Background: an optimization exercise with open tools, aiming at small area, a short achievable clock period and few clock cycles per item. Do not read the settings as production practice.
RTL that was checked went through simulation tests only; none was proved equivalent to the original.
The clock port is modelled as an ideal driver, which makes a skipped or thinned clock tree look cheaper than it is; a real chip needs a root buffer or a tree.
Power figures rest on the tool's default switching activity, not on a simulated workload.

== MS ==
==> flow/design.v <==
module glyph_rounder (
    input  wire       clk,
    input  wire       rst,         
    input  wire       in_valid,
    output wire       in_ready,
    input  wire [7:0] in_data,
    output wire       out_valid,
    input  wire       out_ready,
    output wire [7:0] out_data
);
    reg [7:0] a [0:8];
    reg [6:0] up;
    reg [2:0] rcv;           
    reg       a0v;           
    reg [2:0] j;             
    reg       pend;          
    reg       newrow;        
    reg       pv;            
    reg [2:0] pcr;
    reg [5:0] rem;           
    reg       inv_a;         
    reg       inv_b;         
    reg [7:0] obuf, skid;
    reg       ov, sv;
    reg       rdy;           
    assign in_ready  = rdy;
    assign out_valid = ov;
    assign out_data  = obuf;
    wire upper    = pend & ~sv;                 
    wire lower    = a0v & (~pend | ~sv);        
    wire rdy_i    = ~a0v | ~pend | ~sv;         
    wire [2:0] kin = rcv - {2'd0, a0v};         
    wire complete = lower & (rcv == 3'd0);      
    wire top      = (j == 3'd0);
    wire bot      = (j == 3'd7);
    wire [6:0] b0  = a[0][6:0];
    wire       s1  = b0[0] ^ b0[1] ^ b0[2];
    wire       c1  = (b0[0] & b0[1]) | (b0[0] & b0[2]) | (b0[1] & b0[2]);
    wire       s2  = b0[3] ^ b0[4] ^ b0[5];
    wire       c2  = (b0[3] & b0[4]) | (b0[3] & b0[5]) | (b0[4] & b0[5]);
    wire       s3  = s1 ^ s2 ^ b0[6];
    wire       c3  = (s1 & s2) | (s1 & b0[6]) | (s2 & b0[6]);
    wire [2:0] pc  = {(c1 & c2) | (c1 & c3) | (c2 & c3), c1 ^ c2 ^ c3, s3};
    wire       plast  = pv & (newrow ? (rcv == 3'd1) : (rcv == 3'd0));
    wire [5:0] rem_n  = rem - {3'd0, pcr};
    wire       inv_c  = rem[5] | (rem == 6'd0) |
                        ((rem[4:3] == 2'd0) & (pcr >= rem[2:0]));
    wire       cnew   = plast & top;                
    wire       inv    = cnew ? inv_c : inv_a;
    wire [6:0] ctr = a[8][6:0];
    wire [7:0] row_out;
    glyph_rounder_row u_row (
        .ctr  (a[8]),
        .dn   (a[7][6:0]),
        .up   (up),
        .top  (top),
        .bot  (bot),
        .inv  (inv),
        .row  (row_out)
    );
    wire [8:1] en;
    genvar gp;
    generate
        for (gp = 1; gp < 9; gp = gp + 1) begin : g_en
            assign en[gp] = lower | (upper & (gp > kin));
        end
    endgenerate
    wire       do_lower;
    wire [2:0] rcv_n;
    wire       a0v_n, ofree, skid_en, ov_n, sv_n, rdy_n;
    wire       pend_n = complete | (pend & ~(upper & bot));
    wire [2:0] j_n    = complete ? 3'd0 : j + {2'd0, upper};
    glyph_rounder_late u_late (
        .in_valid  (in_valid),
        .out_ready (out_ready),
        .rdy_i     (rdy_i),
        .rcv       (rcv),
        .rcv_inc   (rcv + 3'd1),
        .a0v_keep  (a0v & ~lower),
        .pend_n    (pend_n),
        .ov        (ov),
        .sv        (sv),
        .consume   (upper),
        .do_lower  (do_lower),
        .rcv_n     (rcv_n),
        .a0v_n     (a0v_n),
        .ofree     (ofree),
        .skid_en   (skid_en),
        .ov_n      (ov_n),
        .sv_n      (sv_n),
        .rdy_n     (rdy_n)
    );
    integer p;
    always @(posedge clk) begin
        if (do_lower)
            a[0] <= in_data;
        for (p = 1; p < 9; p = p + 1)
            if (en[p])
                a[p] <= a[p - 1];
        if (upper)
            up <= ctr;
        pcr <= pc;
        if (plast && !(pend && top))
            inv_b <= inv_c;
        if (cnew)
            inv_a <= inv_c;
        else if (complete)
            inv_a <= plast ? inv_c : inv_b;
        if (ofree)
            obuf <= sv ? skid : row_out;
        if (skid_en)
            skid <= row_out;
    end
    always @(posedge clk) begin
        if (rst) begin
            rcv    <= 3'd0;
            a0v    <= 1'b0;
            j      <= 3'd0;
            pend   <= 1'b0;
            newrow <= 1'b0;
            pv     <= 1'b0;
            rem    <= 6'd29;
            ov     <= 1'b0;
            sv     <= 1'b0;
            rdy    <= 1'b1;
        end else begin
            rcv    <= rcv_n;
            a0v    <= a0v_n;
            j      <= j_n;
            pend   <= pend_n;
            newrow <= do_lower;
            pv     <= newrow;
            if (plast)
                rem <= 6'd29;
            else if (pv)
                rem <= rem_n;
            ov     <= ov_n;
            sv     <= sv_n;
            rdy    <= rdy_n;
        end
    end
endmodule
module glyph_rounder_late (
    input  wire       in_valid,
    input  wire       out_ready,
    input  wire       rdy_i,
    input  wire [2:0] rcv,
    input  wire [2:0] rcv_inc,
    input  wire       a0v_keep,
    input  wire       pend_n,
    input  wire       ov,
    input  wire       sv,
    input  wire       consume,
    output wire       do_lower,   
    output wire [2:0] rcv_n,
    output wire       a0v_n,
    output wire       ofree,      
    output wire       skid_en,    
    output wire       ov_n,
    output wire       sv_n,
    output wire       rdy_n
);
    assign do_lower = in_valid & rdy_i;
    assign rcv_n    = do_lower ? rcv_inc : rcv;
    assign a0v_n    = do_lower | a0v_keep;
    assign ofree    = ~ov | out_ready;
    assign skid_en  = ov & ~out_ready & consume;
    assign ov_n     = sv | consume | (ov & ~out_ready);
    assign sv_n     = ov & ~out_ready & (sv | consume);
    assign rdy_n    = ~a0v_n | ~pend_n | ~sv_n;
endmodule
module glyph_rounder_row (
    input  wire [7:0] ctr,
    input  wire [6:0] dn,
    input  wire [6:0] up,
    input  wire       top,
    input  wire       bot,
    input  wire       inv,
    output wire [7:0] row
);
    wire [8:0] hp  = {inv, ctr[6:0], inv};          
    wire [6:0] uu  = top ? {7{inv}} : up;
    wire [6:0] dd  = bot ? {7{inv}} : dn;
    wire [6:0] cor = (hp[8:2] ^ hp[6:0]) & (uu ^ dd);
    assign row = {ctr[7], (ctr[6:0] & ~cor) | ({7{inv}} & cor)};
endmodule
Settings: LEC_CHECK=0, ABC_AREA=1, CAP_MARGIN=20, CORE_MARGIN=2, CORE_UTILIZATION=40, PLACE_DENSITY=0.6, SETUP_SLACK_MARGIN=5.0, SLEW_MARGIN=20, SYNTH_HIERARCHICAL=1, SYNTH_MINIMUM_KEEP_SIZE=0; clock period 8.0 ns.
standard.sh (not shown) runs the stock make flow with config.mk's settings and CLKGATE_MAP_FILE= SYNTH_SCRIPT=/design/flow/synth_recipe.tcl, a recipe that flattens the netlist after the stock synthesis.
==> flow/flow/run.sh <==
#!/bin/bash
# Standard ORFS layout (the standard.sh) with these changes:
#  - port buffers of sky130_fd_sc_hd__buf_2,
#  - a tighter repair_timing target (SETUP_SLACK_MARGIN),
#  - the clock tree built by flow/mcts.tcl: the clock port drives four
#    clkbuf_16, each driving the clock pins of one quarter of the registers.
# Make's output goes to flow_make.log; each ORFS step keeps its own log
# under orfs/logs/.
set -euo pipefail
here=$(pwd)
export MCTS_K=4
export MCTS_BUF=sky130_fd_sc_hd__clkbuf_16
bash standard.sh finish \
    "BUFFER_PORTS_ARGS=-buffer_cell sky130_fd_sc_hd__buf_2" \
    SETUP_SLACK_MARGIN=5.7 \
    "PRE_CTS_TCL=$here/flow/pre_cts.tcl" \
    > flow_make.log 2>&1
Other scripts of this flow, unchanged in this note and not shown: flow/flow/mcts.tcl, flow/flow/pre_cts.tcl
MS went all the way through synthesis, placement and routing and the layout is clean on timing, DRC and antenna.
For AL, these inputs were changed with respect to MS:
--- a/flow/design.v
+++ b/flow/design.v
@@ -45,22 +45,17 @@
     wire [5:0] rem_n  = rem - {3'd0, pcr};
     wire       inv_c  = rem[5] | (rem == 6'd0) |
                         ((rem[4:3] == 2'd0) & (pcr >= rem[2:0]));
     wire       cnew   = plast & top;                
     wire       inv    = cnew ? inv_c : inv_a;
     wire [6:0] ctr = a[8][6:0];
-    wire [7:0] row_out;
-    glyph_rounder_row u_row (
-        .ctr  (a[8]),
-        .dn   (a[7][6:0]),
-        .up   (up),
-        .top  (top),
-        .bot  (bot),
-        .inv  (inv),
-        .row  (row_out)
-    );
+    wire [8:0] hp  = {inv, ctr, inv};               
+    wire [6:0] uu  = top ? {7{inv}} : up;
+    wire [6:0] dd  = bot ? {7{inv}} : a[7][6:0];
+    wire [6:0] cor = (hp[8:2] ^ hp[6:0]) & (uu ^ dd);
+    wire [7:0] row_out = {a[8][7], (ctr & ~cor) | ({7{inv}} & cor)};
     wire [8:1] en;
     genvar gp;
     generate
         for (gp = 1; gp < 9; gp = gp + 1) begin : g_en
             assign en[gp] = lower | (upper & (gp > kin));
         end
@@ -166,21 +161,6 @@
     assign ofree    = ~ov | out_ready;
     assign skid_en  = ov & ~out_ready & consume;
     assign ov_n     = sv | consume | (ov & ~out_ready);
     assign sv_n     = ov & ~out_ready & (sv | consume);
     assign rdy_n    = ~a0v_n | ~pend_n | ~sv_n;
 endmodule
-module glyph_rounder_row (
-    input  wire [7:0] ctr,
-    input  wire [6:0] dn,
-    input  wire [6:0] up,
-    input  wire       top,
-    input  wire       bot,
-    input  wire       inv,
-    output wire [7:0] row
-);
-    wire [8:0] hp  = {inv, ctr[6:0], inv};          
-    wire [6:0] uu  = top ? {7{inv}} : up;
-    wire [6:0] dd  = bot ? {7{inv}} : dn;
-    wire [6:0] cor = (hp[8:2] ^ hp[6:0]) & (uu ^ dd);
-    assign row = {ctr[7], (ctr[6:0] & ~cor) | ({7{inv}} & cor)};
-endmodule
### Flow results
Status | AL and MS | clean. Comparing AL and MS, the lower worst hold slack is on MS. Summary of AL over MS: shortest period the worst path allows lower, wire length per cell after detailed routing went up 3.4%, count of multi-input gates down 19, total number of vias shows a reduction of about 4.5%, setup slack up 0.017 ns. Per the comparison of AL with MS, pre-CTS setup slack went up by 0.085 ns; quantity of gates resized following cts went up.
Testbench counts of AL, summed over its fixed seeds: cycles 25,680, items 3,200.
Only the layout flow was run in MS; the RTL was not checked for function there. No run of this note takes its clock network from TritonCTS; it comes from the design's own scripts or RTL.

========
== violet ==
Another version of the RTL of glyph_rounder (not shown whole).
Size in the first run: about 420 cells after synthesis, about 120 flip-flops, ~22 I/O pins.
==> module glyph_rounder, before the edit <==
module glyph_rounder (
    input  wire       clk,
    input  wire       rst,         
    input  wire       in_valid,
    output wire       in_ready,
    input  wire [7:0] in_data,
    output wire       out_valid,
    input  wire       out_ready,
    output wire [7:0] out_data
);
    reg [7:0] a [0:8];
    reg [6:0] up;
    reg [2:0] rcv;           
    reg       a0v;           
    reg [2:0] j;             
    reg       pend;          
    reg       newrow;        
    reg       pv;            
    reg [2:0] pcr;
    reg [5:0] rem;           
    reg       inv_a;         
    reg       inv_b;         
    reg [7:0] obuf, skid;
    reg       ov, sv;
    reg       rdy;           
    assign in_ready  = rdy;
    assign out_valid = ov;
    assign out_data  = obuf;
    wire upper    = pend & ~sv;                 
    wire lower    = a0v & (~pend | ~sv);        
    wire rdy_i    = ~a0v | ~pend | ~sv;         
    wire complete = lower & (rcv == 3'd0);      
    wire top      = (j == 3'd0);
    wire bot      = (j == 3'd7);
    wire [6:0] b0  = a[0][6:0];
    wire       s1  = b0[0] ^ b0[1] ^ b0[2];
    wire       c1  = (b0[0] & b0[1]) | (b0[0] & b0[2]) | (b0[1] & b0[2]);
    wire       s2  = b0[3] ^ b0[4] ^ b0[5];
    wire       c2  = (b0[3] & b0[4]) | (b0[3] & b0[5]) | (b0[4] & b0[5]);
    wire       s3  = s1 ^ s2 ^ b0[6];
    wire       c3  = (s1 & s2) | (s1 & b0[6]) | (s2 & b0[6]);
    wire [2:0] pc  = {(c1 & c2) | (c1 & c3) | (c2 & c3), c1 ^ c2 ^ c3, s3};
    wire       plast  = pv & (newrow ? (rcv == 3'd1) : (rcv == 3'd0));
    wire [5:0] rem_n  = rem - {3'd0, pcr};
    wire       inv_c  = rem[5] | (rem == 6'd0) |
                        ((rem[4:3] == 2'd0) & (pcr >= rem[2:0]));
    wire       cnew   = plast & top;                
    wire       inv    = cnew ? inv_c : inv_a;
    wire [6:0] ctr = a[8][6:0];
    wire [8:0] hp  = {inv, ctr, inv};               
    wire [6:0] uu  = top ? {7{inv}} : up;
    wire [6:0] dd  = bot ? {7{inv}} : a[7][6:0];
    wire [6:0] cor = (hp[8:2] ^ hp[6:0]) & (uu ^ dd);
    wire [7:0] row_out = {a[8][7], (ctr & ~cor) | ({7{inv}} & cor)};
    wire [8:1] en, gt;
    genvar gp;
    generate
        for (gp = 1; gp < 9; gp = gp + 1) begin : g_en
            assign gt[gp] = a0v ? ((rcv == 3'd0) ? (gp == 8) : (gp >= rcv))
                                : (gp > rcv);
            assign en[gp] = lower | (upper & gt[gp]);
        end
    endgenerate
    wire       do_lower;
    wire [2:0] rcv_n;
    wire       a0v_n, ofree, skid_en, ov_n, sv_n, rdy_n;
    wire       pend_n = complete | (pend & ~(upper & bot));
    wire [2:0] j_n    = complete ? 3'd0 : j + {2'd0, upper};
    glyph_rounder_late u_late (
        .in_valid  (in_valid),
        .out_ready (out_ready),
        .rdy_i     (rdy_i),
        .rcv       (rcv),
        .rcv_inc   (rcv + 3'd1),
        .a0v_keep  (a0v & ~lower),
        .pend_n    (pend_n),
        .ov        (ov),
        .sv        (sv),
        .consume   (upper),
        .do_lower  (do_lower),
        .rcv_n     (rcv_n),
        .a0v_n     (a0v_n),
        .ofree     (ofree),
        .skid_en   (skid_en),
        .ov_n      (ov_n),
        .sv_n      (sv_n),
        .rdy_n     (rdy_n)
    );
    integer p;
    always @(posedge clk) begin
        if (do_lower)
            a[0] <= in_data;
        for (p = 1; p < 9; p = p + 1)
            if (en[p])
                a[p] <= a[p - 1];
        if (upper)
            up <= ctr;
        pcr <= pc;
        if (plast && !(pend && top))
            inv_b <= inv_c;
        if (cnew)
            inv_a <= inv_c;
        else if (complete)
            inv_a <= plast ? inv_c : inv_b;
        if (ofree)
            obuf <= sv ? skid : row_out;
        if (skid_en)
            skid <= row_out;
    end
    always @(posedge clk) begin
        if (rst) begin
            rcv    <= 3'd0;
            a0v    <= 1'b0;
            j      <= 3'd0;
            pend   <= 1'b0;
            newrow <= 1'b0;
            pv     <= 1'b0;
            rem    <= 6'd29;
            ov     <= 1'b0;
            sv     <= 1'b0;
            rdy    <= 1'b1;
        end else begin
            rcv    <= rcv_n;
            a0v    <= a0v_n;
            j      <= j_n;
            pend   <= pend_n;
            newrow <= do_lower;
            pv     <= newrow;
            if (plast)
                rem <= 6'd29;
            else if (pv)
                rem <= rem_n;
            ov     <= ov_n;
            sv     <= sv_n;
            rdy    <= rdy_n;
        end
    end
endmodule
==> module glyph_rounder_late, before the edit <==
module glyph_rounder_late (
    input  wire       in_valid,
    input  wire       out_ready,
    input  wire       rdy_i,
    input  wire [2:0] rcv,
    input  wire [2:0] rcv_inc,
    input  wire       a0v_keep,
    input  wire       pend_n,
    input  wire       ov,
    input  wire       sv,
    input  wire       consume,
    output wire       do_lower,   
    output wire [2:0] rcv_n,
    output wire       a0v_n,
    output wire       ofree,      
    output wire       skid_en,    
    output wire       ov_n,
    output wire       sv_n,
    output wire       rdy_n
);
    assign do_lower = in_valid & rdy_i;
    assign rcv_n    = do_lower ? rcv_inc : rcv;
    assign a0v_n    = do_lower | a0v_keep;
    assign ofree    = ~ov | out_ready;
    assign skid_en  = ov & ~out_ready & consume;
    assign ov_n     = sv | consume | (ov & ~out_ready);
    assign sv_n     = ov & ~out_ready & (sv | consume);
    assign rdy_n    = ~a0v_n | ~pend_n | ~sv_n;
endmodule
clock: 8.0 ns
lec_check: 0
abc_area: 1
cap_margin: 20
core_margin: 2
core_utilization: 40
place_density: 0.6
setup_slack_margin: 5.0
slew_margin: 20
synth_hierarchical: 1
synth_minimum_keep_size: 0
==> flow/flow/mcts.tcl <==
proc mcts_build {} {
  set K [expr {[info exists ::env(MCTS_K)] ? $::env(MCTS_K) : 4}]
  set cell [expr {[info exists ::env(MCTS_BUF)] ? $::env(MCTS_BUF) : "sky130_fd_sc_hd__clkbuf_16"}]
  set block [ord::get_db_block]
  set master [[ord::get_db] findMaster $cell]
  set clk [$block findNet clk]
  set sinks {}
  foreach it [$clk getITerms] {
    if {[[$it getMTerm] getSigType] eq "CLOCK" || [[$it getMTerm] getName] eq "CLK"} {
      set xy [$it getAvgXY]
      lappend sinks [list [lindex $xy 1] [lindex $xy 2] $it]
    }
  }
  # split into K groups: halves by x, then by y
  set groups [list $sinks]
  set dim 0
  while {[llength $groups] < $K} {
    set ng {}
    foreach g $groups {
      set s [lsort -real -index $dim $g]
      set h [expr {[llength $s] / 2}]
      lappend ng [lrange $s 0 [expr {$h - 1}]] [lrange $s $h end]
    }
    set groups $ng
    set dim [expr {1 - $dim}]
  }
  set k 0
  foreach g $groups {
    set sx 0; set sy 0
    foreach s $g { set sx [expr {$sx + [lindex $s 0]}]; set sy [expr {$sy + [lindex $s 1]}] }
    set n [llength $g]
    set cx [expr {int($sx / $n)}]; set cy [expr {int($sy / $n)}]
    set inst [odb::dbInst_create $block $master "mcts_buf_$k"]
    $inst setLocation $cx $cy
    $inst setPlacementStatus PLACED
    set net [odb::dbNet_create $block "mcts_net_$k"]
    $net setSigType CLOCK
    foreach s $g {
      set it [lindex $s 2]
      $it disconnect
      $it connect $net
    }
    [$inst findITerm X] connect $net
    [$inst findITerm A] connect $clk
    incr k
  }
  puts "mcts: $K buffers of $cell for [llength $sinks] clock pins"
}
==> flow/flow/pre_cts.tcl <==
# Sourced by ORFS's cts step before clock_tree_synthesis (PRE_CTS_TCL).
# Swaps clock_tree_synthesis for the balanced one-level tree of mcts.tcl;
# the rest of the cts step (placement legalisation, repair_timing) runs as
# usual.
source [file join [file dirname [info script]] mcts.tcl]
rename clock_tree_synthesis orfs_clock_tree_synthesis
proc clock_tree_synthesis {args} {
  mcts_build
  set_propagated_clock [all_clocks]
}
Scripts as last shown in full above: flow/flow/run.sh
The flow did not stop early for violet: all stages ran, and the layout cleared the timing, design-rule and antenna checks.
## Diff of input files: fjord against violet
==> flow/design.v <==
module glyph_rounder (
    input  wire       clk,
    input  wire       rst,         
    input  wire       in_valid,
    output wire       in_ready,
    input  wire [7:0] in_data,
    output wire       out_valid,
    input  wire       out_ready,
    output wire [7:0] out_data
);
    reg [7:0] a [0:8];
    reg [6:0] up;
    reg [2:0] kin;           
    reg       a0v;           
    reg [2:0] j;             
    reg       pend;          
    reg       pv;            
    reg       plast;         
    reg [2:0] pcr;
    reg [5:0] rem;           
    reg       inv_a;         
    reg [7:0] obuf, skid;
    reg       ov, sv;
    reg       rdy;           
    assign in_ready  = rdy;
    assign out_valid = ov;
    assign out_data  = obuf;
    wire upper    = pend & ~sv;                 
    wire lower    = a0v & (~pend | ~sv);        
    wire rdy_i    = ~a0v | ~pend | ~sv;         
    wire complete = lower & (kin == 3'd7);      
    wire top      = (j == 3'd0);
    wire bot      = (j == 3'd7);
    wire [6:0] b0  = a[0][6:0];
    wire       s1  = b0[0] ^ b0[1] ^ b0[2];
    wire       c1  = (b0[0] & b0[1]) | (b0[0] & b0[2]) | (b0[1] & b0[2]);
    wire       s2  = b0[3] ^ b0[4] ^ b0[5];
    wire       c2  = (b0[3] & b0[4]) | (b0[3] & b0[5]) | (b0[4] & b0[5]);
    wire       s3  = s1 ^ s2 ^ b0[6];
    wire       c3  = (s1 & s2) | (s1 & b0[6]) | (s2 & b0[6]);
    wire [2:0] pc  = {(c1 & c2) | (c1 & c3) | (c2 & c3), c1 ^ c2 ^ c3, s3};
    wire [5:0] rem_n  = rem - {3'd0, pcr};
    wire       inv_c  = rem[5] | (rem == 6'd0) |
                        ((rem[4:3] == 2'd0) & (pcr >= rem[2:0]));
    wire       inv    = plast ? inv_c : inv_a;
    wire [6:0] ctr = a[8][6:0];
    wire [8:0] hp  = {inv, ctr, inv};               
    wire [6:0] uu  = top ? {7{inv}} : up;
    wire [6:0] dd  = bot ? {7{inv}} : a[7][6:0];
    wire [6:0] cor = (hp[8:2] ^ hp[6:0]) & (uu ^ dd);
    wire [7:0] row_out = {a[8][7], (ctr & ~cor) | ({7{inv}} & cor)};
    wire [8:1] en;
    genvar gp;
    generate
        for (gp = 1; gp < 9; gp = gp + 1) begin : g_en
            assign en[gp] = lower | (upper & (gp > kin));
        end
    endgenerate
    wire       do_lower;
    wire       a0v_n, ofree, skid_en, ov_n, sv_n, rdy_n;
    wire       pend_n = complete | (pend & ~(upper & bot));
    wire [2:0] j_n    = complete ? 3'd0 : j + {2'd0, upper};
    glyph_rounder_late u_late (
        .in_valid  (in_valid),
        .out_ready (out_ready),
        .rdy_i     (rdy_i),
        .a0v_keep  (a0v & ~lower),
        .pend_n    (pend_n),
        .ov        (ov),
        .sv        (sv),
        .consume   (upper),
        .do_lower  (do_lower),
        .a0v_n     (a0v_n),
        .ofree     (ofree),
        .skid_en   (skid_en),
        .ov_n      (ov_n),
        .sv_n      (sv_n),
        .rdy_n     (rdy_n)
    );
    integer p;
    always @(posedge clk) begin
        if (do_lower)
            a[0] <= in_data;
        for (p = 1; p < 9; p = p + 1)
            if (en[p])
                a[p] <= a[p - 1];
        if (upper)
            up <= ctr;
        pcr <= pc;
        if (plast)
            inv_a <= inv_c;
        if (ofree)
            obuf <= sv ? skid : row_out;
        if (skid_en)
            skid <= row_out;
    end
    always @(posedge clk) begin
        if (rst) begin
            kin    <= 3'd0;
            a0v    <= 1'b0;
            j      <= 3'd0;
            pend   <= 1'b0;
            pv     <= 1'b0;
            plast  <= 1'b0;
            rem    <= 6'd29;
            ov     <= 1'b0;
            sv     <= 1'b0;
            rdy    <= 1'b1;
        end else begin
            kin    <= kin + {2'd0, lower};
            a0v    <= a0v_n;
            j      <= j_n;
            pend   <= pend_n;
            pv     <= lower;
            plast  <= complete;
            if (plast)
                rem <= 6'd29;
            else if (pv)
                rem <= rem_n;
            ov     <= ov_n;
            sv     <= sv_n;
            rdy    <= rdy_n;
        end
    end
endmodule
module glyph_rounder_late (
    input  wire       in_valid,
    input  wire       out_ready,
    input  wire       rdy_i,
    input  wire       a0v_keep,
    input  wire       pend_n,
    input  wire       ov,
    input  wire       sv,
    input  wire       consume,
    output wire       do_lower,   
    output wire       a0v_n,
    output wire       ofree,      
    output wire       skid_en,    
    output wire       ov_n,
    output wire       sv_n,
    output wire       rdy_n
);
    assign do_lower = in_valid & rdy_i;
    assign a0v_n    = do_lower | a0v_keep;
    assign ofree    = ~ov | out_ready;
    assign skid_en  = ov & ~out_ready & consume;
    assign ov_n     = sv | consume | (ov & ~out_ready);
    assign sv_n     = ov & ~out_ready & (sv | consume);
    assign rdy_n    = ~a0v_n | ~pend_n | ~sv_n;
endmodule
[summary]
- Cmp violet and fjord / total power / lower: fjord
- fjord vs violet: flip-flop and latch count down slightly
- Register fraction of the total cell area (higher): fjord
- Sort violet and fjord by count of cells resized by post-cts repair desc -> top: violet
- On fraction of synthesis flops using an asynchronous set or reset pin, violet and fjord are basically level.
- Met3 wirelength from detailed routing, fjord vs violet: down by more than a quarter
- In the tables for violet and fjord, number of buffers inserted to repair setup after CTS reads higher with fjord.
- violet has lower clock network fraction of design power than fjord.
- Post-synthesis xor/xnor area fraction delta (violet -> fjord): insignificant
- Diff violet -> fjord: number of hold-repair buffers added at the cts stage closely matched the old numbers; worst hold slack across all endpoints closely matched the old numbers.
- fjord ends up with a design area that is 5.7% lower than in violet.
- Aggregate routed wire length shrinks by a little under 10% when moving from violet to fjord.
- Time the worst path needs with I/O delays and setup delta (fjord − violet): unfavourable
Testbench counts of fjord, summed over its fixed seeds: cycles 25,680, items 3,200.
For violet, only the layout was checked, not whether the RTL still works. No run of this note takes its clock network from TritonCTS; it comes from the design's own scripts or RTL.

re-timing with driven ports:
In the flow no input, the clock included, has a driving cell. The finished layouts below were timed again as built, in two steps.
Step 1: set_driving_cell puts a clkbuf_16 on clk and a buf_2 on each other input, an assumption about the parent block.
Step 2 times the ports against the registers' clock, not the clock port: input delays grow and output delays shrink by t, the midpoint of the rising clock arrivals with the driver on.
a / b / c = no drivers / after step 1 / after step 2; a / b = the first two.
run	t (ns)	setup WS [ns]	latest minus earliest clock arrival (ns)	slew at the worst register clock pin (ns)
MS	0.241	5.683 / 5.603 / 5.617	0.014 / 0.015	0.11 / 0.11
AL	0.246	5.700 / 5.619 / 5.569	0.009 / 0.008	0.11 / 0.11
violet	0.244	5.718 / 5.638 / 5.568	0.013 / 0.013	0.11 / 0.11
fjord	0.241	5.702 / 5.623 / 5.566	0.010 / 0.011	0.11 / 0.11
After both steps setup and hold are still met in every run listed. The setup slack of violet, which loses most, moves by -0.080 ns with the drivers and by -0.150 ns with both steps.
